Background: an optimization exercise with open tools, aiming at small area. Do not read the settings as production practice. Where RTL was checked, it was by simulation tests only, not by an equivalence proof against the original. Power and IR drop assume default switching activity.

==> run P <==
## hb_front
module hb_front (
    input  wire         clk,
    input  wire         rst,
    input  wire         in_valid,
    input  wire [7:0]   in_byte,
    input  wire [31:0]  board_id,
    input  wire [143:0] serial_id,
    output reg          resp_valid,
    output wire [7:0]   resp_byte,
    output wire         pkt_valid,
    output wire         pkt_sop,
    output wire         pkt_last,
    output wire [7:0]   pkt_chan,
    output wire [7:0]   pkt_byte,
    output reg          halted
);
==> module hb_deframer, before the edit <==
module hb_deframer (
    input  wire       clk,
    input  wire       rst,
    input  wire       step,
    input  wire [7:0] e,
    output reg        ev_valid,
    output reg        ev_sop,
    output reg        ev_last,
    output wire [7:0] ev_chan,
    output wire [7:0] ev_data    
);
    localparam [7:0] PKT_SOP     = 8'h7A;
    localparam [7:0] PKT_EOP     = 8'h7B;
    localparam [7:0] PKT_CHANNEL = 8'h7C;
    localparam [7:0] PKT_ESC     = 8'h7D;
    localparam [7:0] ESC_XOR     = 8'h20;
    reg        await_chan;
    reg        inner_esc;
    reg [7:0]  chan;
    assign ev_chan = chan;
    assign ev_data = inner_esc ? (e ^ ESC_XOR) : e;
    wire [85:0] sel;
    wire [1:0]  p;
    hb_grp_sel u_sel (
        .rst (rst),
        .c   (chan),
        .sel (sel),
        .p   (p)
    );
    wire [4:0] w;
    wire [4:0] nw;
    hb_grp_store u_store (
        .clk (clk),
        .sel (sel),
        .nw  (nw),
        .w   (w)
    );
    wire is_esc  = (e == PKT_ESC);
    wire is_chn  = (e == PKT_CHANNEL);
    wire is_sop  = (e == PKT_SOP);
    wire is_eop  = (e == PKT_EOP);
    wire plain   = !await_chan && !is_esc;
    wire op_app  = plain && (inner_esc || (!is_chn && !is_sop && !is_eop));
    wire op_sop  = plain && !inner_esc && is_sop;
    wire op_eop  = plain && !inner_esc && is_eop;
    wire [1:0] t;
    wire [4:0] nwc;
    hb_trit3 u_codec (
        .w   (w),
        .p   (p),
        .sop (step && op_sop),
        .eop (step && op_eop),
        .app (step && op_app),
        .t   (t),
        .nw  (nwc)
    );
    assign nw = rst ? 5'd0 : nwc;
    always @(posedge clk) begin
        ev_sop  <= op_sop;
        ev_last <= (t == 2'd2);
        if (rst) begin
            await_chan <= 1'b0;
            inner_esc  <= 1'b0;
            chan       <= 8'd0;
            ev_valid   <= 1'b0;
        end else begin
            ev_valid <= step && (op_sop || (op_app && t != 2'd0));
            if (step) begin
                if (await_chan) begin
                    chan       <= e;
                    await_chan <= 1'b0;
                end else if (is_esc) begin
                    inner_esc <= 1'b1;
                end else if (op_app) begin
                    inner_esc <= 1'b0;
                end else if (is_chn) begin
                    await_chan <= 1'b1;
                end
            end
        end
    end
endmodule
==> module hb_grp_sel, before the edit <==
module hb_grp_sel (
    input  wire        rst,
    input  wire [7:0]  c,
    output wire [85:0] sel,
    output wire [1:0]  p
);
    wire l0 = (c[1:0] != 2'd3);
    wire l1 = !l0 && (c[3:2] != 2'd3);
    wire l2 = !l0 && !l1 && (c[5:4] != 2'd3);
    wire l3 = (c[5:0] == 6'h3F) && (c[7:6] != 2'd3);
    wire l4 = (c == 8'hFF);
    assign p = l0 ? c[1:0] : l1 ? c[3:2] : l2 ? c[5:4] : l3 ? c[7:6] : 2'd0;
    wire [7:0] pa, pb;
    wire [3:0] qa, qb;
    genvar gi, gj;
    generate
        for (gi = 0; gi < 8; gi = gi + 1) begin : g_p
            assign pa[gi] = rst || (c[7:5] == gi);
            assign pb[gi] = rst || (l0 && c[4:2] == gi);
        end
        for (gi = 0; gi < 4; gi = gi + 1) begin : g_q
            assign qa[gi] = rst || (c[7:6] == gi);
            assign qb[gi] = rst || (l1 && c[5:4] == gi);
            assign sel[80 + gi] = rst || (l2 && c[7:6] == gi);
        end
        for (gi = 0; gi < 8; gi = gi + 1) begin : g_l0a
            for (gj = 0; gj < 8; gj = gj + 1) begin : g_l0b
                assign sel[8*gi + gj] = pa[gi] && pb[gj];
            end
        end
        for (gi = 0; gi < 4; gi = gi + 1) begin : g_l1a
            for (gj = 0; gj < 4; gj = gj + 1) begin : g_l1b
                assign sel[64 + 4*gi + gj] = qa[gi] && qb[gj];
            end
        end
    endgenerate
    assign sel[84] = rst || l3;
    assign sel[85] = rst || l4;
endmodule
==> module hb_grp_store, before the edit <==
module hb_grp_store (
    input  wire        clk,
    input  wire [85:0] sel,
    input  wire [4:0]  nw,
    output wire [4:0]  w
);
    reg [4:0] grp [0:84];
    reg [1:0] last_ch;
    wire [4:0] slot [0:86];
    wire [86:0] ssel = {1'b0, sel};
    genvar gk, gj;
    generate
        for (gj = 0; gj < 85; gj = gj + 1) begin : g_slot
            assign slot[gj] = grp[gj];
        end
    endgenerate
    assign slot[85] = {3'd0, last_ch};
    assign slot[86] = 5'd0;
    generate
        for (gk = 0; gk < 5; gk = gk + 1) begin : g_bit
            wire [28:0] y_n;
            for (gj = 0; gj < 29; gj = gj + 1) begin : g_sl
                hb_aoi222 u_sl (
                    .a0 (slot[3*gj][gk]),     .s0 (ssel[3*gj]),
                    .a1 (slot[3*gj + 1][gk]), .s1 (ssel[3*gj + 1]),
                    .a2 (slot[3*gj + 2][gk]), .s2 (ssel[3*gj + 2]),
                    .y_n (y_n[gj])
                );
            end
            assign w[gk] = ~&y_n;
        end
    endgenerate
    integer k;
    always @(posedge clk) begin
        for (k = 0; k < 85; k = k + 1)
            if (sel[k])
                grp[k] <= nw;
        if (sel[85])
            last_ch <= nw[1:0];
    end
endmodule
==> module hb_aoi222, before the edit <==
module hb_aoi222 (
    input  wire a0, s0, a1, s1, a2, s2,
    output wire y_n
);
    assign y_n = ~((a0 & s0) | (a1 & s1) | (a2 & s2));
endmodule
==> module hb_front, before the edit <==
module hb_front (
    input  wire         clk,
    input  wire         rst,
    input  wire         in_valid,
    input  wire [7:0]   in_byte,
    input  wire [31:0]  board_id,
    input  wire [143:0] serial_id,
    output reg          resp_valid,
    output wire [7:0]   resp_byte,
    output wire         pkt_valid,
    output wire         pkt_sop,
    output wire         pkt_last,
    output wire [7:0]   pkt_chan,
    output wire [7:0]   pkt_byte,
    output reg          halted
);
    localparam [7:0] CMD_PREFIX = 8'h3A;
    localparam [7:0] OUTER_ESC  = 8'h3D;
    localparam [7:0] ESC_XOR    = 8'h20;
    reg       cfg_armed;
    reg       outer_esc;
    reg       prev_scl;
    reg       prev_sda;
    reg [7:0] byte_q;
    wire       sda_drv;
    wire [7:0] pkt_data;
    wire       take     = in_valid && !halted;
    wire       is_pfx   = (in_byte == CMD_PREFIX);
    wire       is_esc   = (in_byte == OUTER_ESC);
    wire       is_data  = take && !is_pfx && !is_esc;
    wire [7:0] eff      = outer_esc ? (in_byte ^ ESC_XOR) : in_byte;
    wire       cmd      = is_data && cfg_armed;
    wire       cmd_ok   = cmd && eff[0];
    wire       i2c_step = cmd_ok && !eff[7];
    wire       pkt_step = is_data && !cfg_armed;
    hb_i2c_eeprom u_i2c (
        .clk       (clk),
        .rst       (rst),
        .step      (i2c_step),
        .scl       (eff[4]),
        .sda       (eff[5]),
        .prev_scl  (prev_scl),
        .prev_sda  (prev_sda),
        .board_id  (board_id),
        .serial_id (serial_id),
        .sda_drv   (sda_drv)
    );
    hb_deframer u_deframer (
        .clk      (clk),
        .rst      (rst),
        .step     (pkt_step),
        .e        (eff),
        .ev_valid (pkt_valid),
        .ev_sop   (pkt_sop),
        .ev_last  (pkt_last),
        .ev_chan  (pkt_chan),
        .ev_data  (pkt_data)
    );
    assign pkt_byte  = byte_q;
    assign resp_byte = {pkt_valid, pkt_valid, byte_q[5:4], pkt_valid, {3{resp_valid}}};
    always @(posedge clk) begin
        byte_q <= cfg_armed ? {pkt_data[7:6], prev_sda & sda_drv, prev_scl, pkt_data[3:0]}
                            : pkt_data;
        if (rst) begin
            cfg_armed  <= 1'b0;
            outer_esc  <= 1'b0;
            prev_scl   <= 1'b1;
            prev_sda   <= 1'b1;
            halted     <= 1'b0;
            resp_valid <= 1'b0;
        end else begin
            resp_valid <= cmd_ok;
            if (take) begin
                if (is_pfx) begin
                    cfg_armed <= 1'b1;
                end else if (is_esc) begin
                    outer_esc <= 1'b1;
                end else begin
                    outer_esc <= 1'b0;
                    if (cfg_armed) begin
                        cfg_armed <= 1'b0;
                        if (!eff[0]) begin
                            halted <= 1'b1;
                        end else begin
                            prev_scl <= eff[4];
                            prev_sda <= eff[5];
                        end
                    end
                end
            end
        end
    end
endmodule
Settings: LEC_CHECK=0, ABC_AREA=0, CAP_MARGIN=20, CORE_MARGIN=2, CORE_UTILIZATION=40, CTS_BUF_LIST=sky130_fd_sc_hd__clkbuf_8, CTS_CLUSTER_DIAMETER=100, CTS_CLUSTER_SIZE=11, SLEW_MARGIN=20, SYNTH_HIERARCHICAL=1; clock period 10.0 ns.
standard.sh (not shown) runs the stock make flow with config.mk's settings and CLKGATE_MAP_FILE= SYNTH_SCRIPT=/design/flow/synth_recipe.tcl, a recipe that flattens the netlist after the stock synthesis.
==> flow/flow/run.sh <==
#!/bin/bash
# The standard layout, with the smallest buffer (buf_1) on the ports
# instead of the default clkdlybuf4s50_1. Each ORFS step keeps its own log
# under orfs/logs/; make's own output goes to standard.log.
bash standard.sh "BUFFER_PORTS_ARGS=-buffer_cell sky130_fd_sc_hd__buf_1" > standard.log 2>&1
==> run Y: changes against run P <==
--- a/flow/design.v
+++ b/flow/design.v
@@ -113,24 +113,39 @@
     reg        await_chan;
     reg        inner_esc;
     reg [7:0]  chan;
+    reg [4:0]  grp [0:84];
+    reg [1:0]  last_ch;          
     assign ev_chan = chan;
     assign ev_data = inner_esc ? (e ^ ESC_XOR) : e;
+    wire [7:0] c  = chan;
+    wire       l0 = (c[1:0] != 2'd3);
+    wire       l1 = !l0 && (c[3:2] != 2'd3);
+    wire       l2 = !l0 && !l1 && (c[5:4] != 2'd3);
+    wire       l3 = (c[5:0] == 6'h3F) && (c[7:6] != 2'd3);
+    wire       l4 = (c == 8'hFF);
+    wire [1:0] p  = l0 ? c[1:0] : l1 ? c[3:2] : l2 ? c[5:4] : l3 ? c[7:6] : 2'd0;
     wire [85:0] sel;
-    wire [1:0]  p;
-    hb_grp_sel u_sel (
-        .rst (rst),
-        .c   (chan),
-        .sel (sel),
-        .p   (p)
-    );
-    wire [4:0] w;
-    wire [4:0] nw;
-    hb_grp_store u_store (
-        .clk (clk),
-        .sel (sel),
-        .nw  (nw),
-        .w   (w)
-    );
+    genvar gi;
+    generate
+        for (gi = 0; gi < 64; gi = gi + 1) begin : g_l0
+            assign sel[gi] = rst || (l0 && c[7:2] == gi);
+        end
+        for (gi = 0; gi < 16; gi = gi + 1) begin : g_l1
+            assign sel[64 + gi] = rst || (l1 && c[7:4] == gi);
+        end
+        for (gi = 0; gi < 4; gi = gi + 1) begin : g_l2
+            assign sel[80 + gi] = rst || (l2 && c[7:6] == gi);
+        end
+    endgenerate
+    assign sel[84] = rst || l3;
+    assign sel[85] = rst || l4;
+    reg [4:0] w;
+    integer k;
+    always @(*) begin
+        w = {3'd0, last_ch & {2{sel[85]}}};
+        for (k = 0; k < 85; k = k + 1)
+            w = w | (grp[k] & {5{sel[k]}});
+    end
     wire is_esc  = (e == PKT_ESC);
     wire is_chn  = (e == PKT_CHANNEL);
     wire is_sop  = (e == PKT_SOP);
@@ -150,7 +165,15 @@
         .t   (t),
         .nw  (nwc)
     );
-    assign nw = rst ? 5'd0 : nwc;
+    wire [4:0] nw = rst ? 5'd0 : nwc;
+    integer j;
+    always @(posedge clk) begin
+        for (j = 0; j < 85; j = j + 1)
+            if (sel[j])
+                grp[j] <= nw;
+        if (sel[85])
+            last_ch <= nw[1:0];
+    end
     always @(posedge clk) begin
         ev_sop  <= op_sop;
         ev_last <= (t == 2'd2);
@@ -355,92 +378,6 @@
   assign nw[0] = w[0] ^ _070_;
   assign nw[2] = _066_ ^ _074_;
 endmodule
-module hb_grp_sel (
-    input  wire        rst,
-    input  wire [7:0]  c,
-    output wire [85:0] sel,
-    output wire [1:0]  p
-);
-    wire l0 = (c[1:0] != 2'd3);
-    wire l1 = !l0 && (c[3:2] != 2'd3);
-    wire l2 = !l0 && !l1 && (c[5:4] != 2'd3);
-    wire l3 = (c[5:0] == 6'h3F) && (c[7:6] != 2'd3);
-    wire l4 = (c == 8'hFF);
-    assign p = l0 ? c[1:0] : l1 ? c[3:2] : l2 ? c[5:4] : l3 ? c[7:6] : 2'd0;
-    wire [7:0] pa, pb;
-    wire [3:0] qa, qb;
-    genvar gi, gj;
-    generate
-        for (gi = 0; gi < 8; gi = gi + 1) begin : g_p
-            assign pa[gi] = rst || (c[7:5] == gi);
-            assign pb[gi] = rst || (l0 && c[4:2] == gi);
-        end
-        for (gi = 0; gi < 4; gi = gi + 1) begin : g_q
-            assign qa[gi] = rst || (c[7:6] == gi);
-            assign qb[gi] = rst || (l1 && c[5:4] == gi);
-            assign sel[80 + gi] = rst || (l2 && c[7:6] == gi);
-        end
-        for (gi = 0; gi < 8; gi = gi + 1) begin : g_l0a
-            for (gj = 0; gj < 8; gj = gj + 1) begin : g_l0b
-                assign sel[8*gi + gj] = pa[gi] && pb[gj];
-            end
-        end
-        for (gi = 0; gi < 4; gi = gi + 1) begin : g_l1a
-            for (gj = 0; gj < 4; gj = gj + 1) begin : g_l1b
-                assign sel[64 + 4*gi + gj] = qa[gi] && qb[gj];
-            end
-        end
-    endgenerate
-    assign sel[84] = rst || l3;
-    assign sel[85] = rst || l4;
-endmodule
-module hb_grp_store (
-    input  wire        clk,
-    input  wire [85:0] sel,
-    input  wire [4:0]  nw,
-    output wire [4:0]  w
-);
-    reg [4:0] grp [0:84];
-    reg [1:0] last_ch;
-    wire [4:0] slot [0:86];
-    wire [86:0] ssel = {1'b0, sel};
-    genvar gk, gj;
-    generate
-        for (gj = 0; gj < 85; gj = gj + 1) begin : g_slot
-            assign slot[gj] = grp[gj];
-        end
-    endgenerate
-    assign slot[85] = {3'd0, last_ch};
-    assign slot[86] = 5'd0;
-    generate
-        for (gk = 0; gk < 5; gk = gk + 1) begin : g_bit
-            wire [28:0] y_n;
-            for (gj = 0; gj < 29; gj = gj + 1) begin : g_sl
-                hb_aoi222 u_sl (
-                    .a0 (slot[3*gj][gk]),     .s0 (ssel[3*gj]),
-                    .a1 (slot[3*gj + 1][gk]), .s1 (ssel[3*gj + 1]),
-                    .a2 (slot[3*gj + 2][gk]), .s2 (ssel[3*gj + 2]),
-                    .y_n (y_n[gj])
-                );
-            end
-            assign w[gk] = ~&y_n;
-        end
-    endgenerate
-    integer k;
-    always @(posedge clk) begin
-        for (k = 0; k < 85; k = k + 1)
-            if (sel[k])
-                grp[k] <= nw;
-        if (sel[85])
-            last_ch <= nw[1:0];
-    end
-endmodule
-module hb_aoi222 (
-    input  wire a0, s0, a1, s1, a2, s2,
-    output wire y_n
-);
-    assign y_n = ~((a0 & s0) | (a1 & s1) | (a2 & s2));
-endmodule
 module hb_front (
     input  wire         clk,
     input  wire         rst,
--- a/flow/config.mk
+++ b/flow/config.mk
@@ -11,6 +11,5 @@
 export CORE_UTILIZATION = 40
 export CTS_BUF_LIST = sky130_fd_sc_hd__clkbuf_8
 export CTS_CLUSTER_DIAMETER = 100
-export CTS_CLUSTER_SIZE = 11
+export CTS_CLUSTER_SIZE = 12
 export SLEW_MARGIN = 20
-export SYNTH_HIERARCHICAL = 1
==> run R: changes against run P <==
--- a/flow/design.v
+++ b/flow/design.v
@@ -113,24 +113,39 @@
     reg        await_chan;
     reg        inner_esc;
     reg [7:0]  chan;
+    reg [4:0]  grp [0:84];
+    reg [1:0]  last_ch;          
     assign ev_chan = chan;
     assign ev_data = inner_esc ? (e ^ ESC_XOR) : e;
+    wire [7:0] c  = chan;
+    wire       l0 = (c[1:0] != 2'd3);
+    wire       l1 = !l0 && (c[3:2] != 2'd3);
+    wire       l2 = !l0 && !l1 && (c[5:4] != 2'd3);
+    wire       l3 = (c[5:0] == 6'h3F) && (c[7:6] != 2'd3);
+    wire       l4 = (c == 8'hFF);
+    wire [1:0] p  = l0 ? c[1:0] : l1 ? c[3:2] : l2 ? c[5:4] : l3 ? c[7:6] : 2'd0;
     wire [85:0] sel;
-    wire [1:0]  p;
-    hb_grp_sel u_sel (
-        .rst (rst),
-        .c   (chan),
-        .sel (sel),
-        .p   (p)
-    );
-    wire [4:0] w;
-    wire [4:0] nw;
-    hb_grp_store u_store (
-        .clk (clk),
-        .sel (sel),
-        .nw  (nw),
-        .w   (w)
-    );
+    genvar gi;
+    generate
+        for (gi = 0; gi < 64; gi = gi + 1) begin : g_l0
+            assign sel[gi] = rst || (l0 && c[7:2] == gi);
+        end
+        for (gi = 0; gi < 16; gi = gi + 1) begin : g_l1
+            assign sel[64 + gi] = rst || (l1 && c[7:4] == gi);
+        end
+        for (gi = 0; gi < 4; gi = gi + 1) begin : g_l2
+            assign sel[80 + gi] = rst || (l2 && c[7:6] == gi);
+        end
+    endgenerate
+    assign sel[84] = rst || l3;
+    assign sel[85] = rst || l4;
+    reg [4:0] w;
+    integer k;
+    always @(*) begin
+        w = {3'd0, last_ch & {2{sel[85]}}};
+        for (k = 0; k < 85; k = k + 1)
+            w = w | (grp[k] & {5{sel[k]}});
+    end
     wire is_esc  = (e == PKT_ESC);
     wire is_chn  = (e == PKT_CHANNEL);
     wire is_sop  = (e == PKT_SOP);
@@ -150,7 +165,15 @@
         .t   (t),
         .nw  (nwc)
     );
-    assign nw = rst ? 5'd0 : nwc;
+    wire [4:0] nw = rst ? 5'd0 : nwc;
+    integer j;
+    always @(posedge clk) begin
+        for (j = 0; j < 85; j = j + 1)
+            if (sel[j])
+                grp[j] <= nw;
+        if (sel[85])
+            last_ch <= nw[1:0];
+    end
     always @(posedge clk) begin
         ev_sop  <= op_sop;
         ev_last <= (t == 2'd2);
@@ -355,92 +378,6 @@
   assign nw[0] = w[0] ^ _070_;
   assign nw[2] = _066_ ^ _074_;
 endmodule
-module hb_grp_sel (
-    input  wire        rst,
-    input  wire [7:0]  c,
-    output wire [85:0] sel,
-    output wire [1:0]  p
-);
-    wire l0 = (c[1:0] != 2'd3);
-    wire l1 = !l0 && (c[3:2] != 2'd3);
-    wire l2 = !l0 && !l1 && (c[5:4] != 2'd3);
-    wire l3 = (c[5:0] == 6'h3F) && (c[7:6] != 2'd3);
-    wire l4 = (c == 8'hFF);
-    assign p = l0 ? c[1:0] : l1 ? c[3:2] : l2 ? c[5:4] : l3 ? c[7:6] : 2'd0;
-    wire [7:0] pa, pb;
-    wire [3:0] qa, qb;
-    genvar gi, gj;
-    generate
-        for (gi = 0; gi < 8; gi = gi + 1) begin : g_p
-            assign pa[gi] = rst || (c[7:5] == gi);
-            assign pb[gi] = rst || (l0 && c[4:2] == gi);
-        end
-        for (gi = 0; gi < 4; gi = gi + 1) begin : g_q
-            assign qa[gi] = rst || (c[7:6] == gi);
-            assign qb[gi] = rst || (l1 && c[5:4] == gi);
-            assign sel[80 + gi] = rst || (l2 && c[7:6] == gi);
-        end
-        for (gi = 0; gi < 8; gi = gi + 1) begin : g_l0a
-            for (gj = 0; gj < 8; gj = gj + 1) begin : g_l0b
-                assign sel[8*gi + gj] = pa[gi] && pb[gj];
-            end
-        end
-        for (gi = 0; gi < 4; gi = gi + 1) begin : g_l1a
-            for (gj = 0; gj < 4; gj = gj + 1) begin : g_l1b
-                assign sel[64 + 4*gi + gj] = qa[gi] && qb[gj];
-            end
-        end
-    endgenerate
-    assign sel[84] = rst || l3;
-    assign sel[85] = rst || l4;
-endmodule
-module hb_grp_store (
-    input  wire        clk,
-    input  wire [85:0] sel,
-    input  wire [4:0]  nw,
-    output wire [4:0]  w
-);
-    reg [4:0] grp [0:84];
-    reg [1:0] last_ch;
-    wire [4:0] slot [0:86];
-    wire [86:0] ssel = {1'b0, sel};
-    genvar gk, gj;
-    generate
-        for (gj = 0; gj < 85; gj = gj + 1) begin : g_slot
-            assign slot[gj] = grp[gj];
-        end
-    endgenerate
-    assign slot[85] = {3'd0, last_ch};
-    assign slot[86] = 5'd0;
-    generate
-        for (gk = 0; gk < 5; gk = gk + 1) begin : g_bit
-            wire [28:0] y_n;
-            for (gj = 0; gj < 29; gj = gj + 1) begin : g_sl
-                hb_aoi222 u_sl (
-                    .a0 (slot[3*gj][gk]),     .s0 (ssel[3*gj]),
-                    .a1 (slot[3*gj + 1][gk]), .s1 (ssel[3*gj + 1]),
-                    .a2 (slot[3*gj + 2][gk]), .s2 (ssel[3*gj + 2]),
-                    .y_n (y_n[gj])
-                );
-            end
-            assign w[gk] = ~&y_n;
-        end
-    endgenerate
-    integer k;
-    always @(posedge clk) begin
-        for (k = 0; k < 85; k = k + 1)
-            if (sel[k])
-                grp[k] <= nw;
-        if (sel[85])
-            last_ch <= nw[1:0];
-    end
-endmodule
-module hb_aoi222 (
-    input  wire a0, s0, a1, s1, a2, s2,
-    output wire y_n
-);
-    assign y_n = ~((a0 & s0) | (a1 & s1) | (a2 & s2));
-endmodule
 module hb_front (
     input  wire         clk,
     input  wire         rst,
@@ -500,7 +437,7 @@
         .ev_data  (pkt_data)
     );
     assign pkt_byte  = byte_q;
-    assign resp_byte = {pkt_valid, pkt_valid, byte_q[5:4], pkt_valid, {3{resp_valid}}};
+    assign resp_byte = {2'b00, byte_q[5:4], 4'b0111};
     always @(posedge clk) begin
         byte_q <= cfg_armed ? {pkt_data[7:6], prev_sda & sda_drv, prev_scl, pkt_data[3:0]}
                             : pkt_data;
--- a/flow/config.mk
+++ b/flow/config.mk
@@ -11,6 +11,6 @@
 export CORE_UTILIZATION = 40
 export CTS_BUF_LIST = sky130_fd_sc_hd__clkbuf_8
 export CTS_CLUSTER_DIAMETER = 100
-export CTS_CLUSTER_SIZE = 11
+export CTS_CLUSTER_SIZE = 12
 export SLEW_MARGIN = 20
 export SYNTH_HIERARCHICAL = 1
==> qor.csv <==
metric;value;unit
status;timing/DRC/antenna clean;
io_buffer_count;215;
path_buf_inv;4;
critPathMaxFanout;85;
worstHoldStart;u_i2c.g[0]$_SDFFE_PP0P_;
multi_input_area;0.00565;mm²
r2r-start;u_deframer.chan[6]$_SDFFE_PP0P_;
layout_common_cells;427 x edfxtp_1, 214 x buf_1, 192 x a222oi_1;
slew-limit-headroom;36.2;%
power_frac_comb;6.8;%
netlist_top_cells_count;427 x edfxtp_1, 192 x a222oi_1, 99 x nor2_1;
buffers;246;
regMostFlops;u_deframer.u_store.grp;
endpoint;u_deframer.u_store.grp[43][4]$_DFFE_PP_;
ir_drop;0.0814;mV
wl_per_cell;21.5;µm
use_met3;3.37;%
post-route-period-util;88.0;%
die_x;227;µm
stdcell_area;0.0223;mm²
min_to;u_i2c.g[0]$_SDFFE_PP0P_;
# the run above: run P

==> qor.csv <==
metric;value;unit
post-route-period-util;83.4;%
critPathMaxFanout;70;
r2r-start;u_deframer.chan[6]$_SDFFE_PP0P_;
stdcell_area;0.0253;mm²
endpoint;u_deframer.grp[41][4]$_DFFE_PN_;
power_frac_comb;8.1;%
layout_common_cells;427 x edfxtp_1, 214 x buf_1, 96 x a22oi_1;
io_buffer_count;215;
slew-limit-headroom;8.90;%
die_x;242;µm
buffers;297;
path_buf_inv;6;
wl_per_cell;38.2;µm
status;timing/DRC/antenna clean;
ir_drop;0.107;mV
use_met3;8.85;%
# the run above: run Y

==> qor.csv <==
metric;value;unit
ir_drop;0.0810;mV
worstHoldStart;u_i2c.sr[5]$_SDFFE_PP0P_;
r2r-start;u_deframer.chan[3]$_SDFFE_PP0P_;
buffers;262;
critPathMaxFanout;85;
status;timing/DRC/antenna clean;
slew-limit-headroom;27.3;%
min_to;u_i2c.sr[6]$_SDFFE_PP0P_;
multi_input_area;0.00687;mm²
post-route-period-util;85.1;%
die_x;235;µm
power_frac_comb;8.0;%
layout_common_cells;427 x edfxtp_1, 208 x buf_1, 106 x nand2_1;
endpoint;u_deframer.grp[49][4]$_DFFE_PN_;
path_buf_inv;2;
# the run above: run R

Only the layout flow was run in run Y and run R; the RTL was not checked for function there.

separate check: timing with driven ports:
How much do the figures lean on ideal ports? The routed layouts below were timed once more, with nothing changed but the port constraints. Step 1: set_driving_cell puts a clkbuf_16 on clk and a buf_2 on each other input, an assumption about the parent block. Step 2 also shifts input and output timing later by t, the mid clock arrival at the registers, as if the neighbouring blocks saw the same clock. Three values: ideal, step 1, step 2; two values: the first two.
run	t, ns	setup WS [ns]	hold slack, ns	worst slew at a driven data input, ns	pins driven straight from the clock port
run P	0.685	1.202 / 1.200 / 0.514	0.484 / 0.484 / 0.484	0.07	1
run Y	0.715	1.656 / 1.681 / 0.966	0.496 / 0.496 / 0.496	0.13	1
run R	0.660	1.494 / 1.494 / 0.965	0.483 / 0.483 / 0.483	0.06	1
After both steps setup and hold are still met in every run listed. For run Y, which loses most, drivers alone change the setup slack by +0.025 ns; drivers and shift together by -0.690 ns.
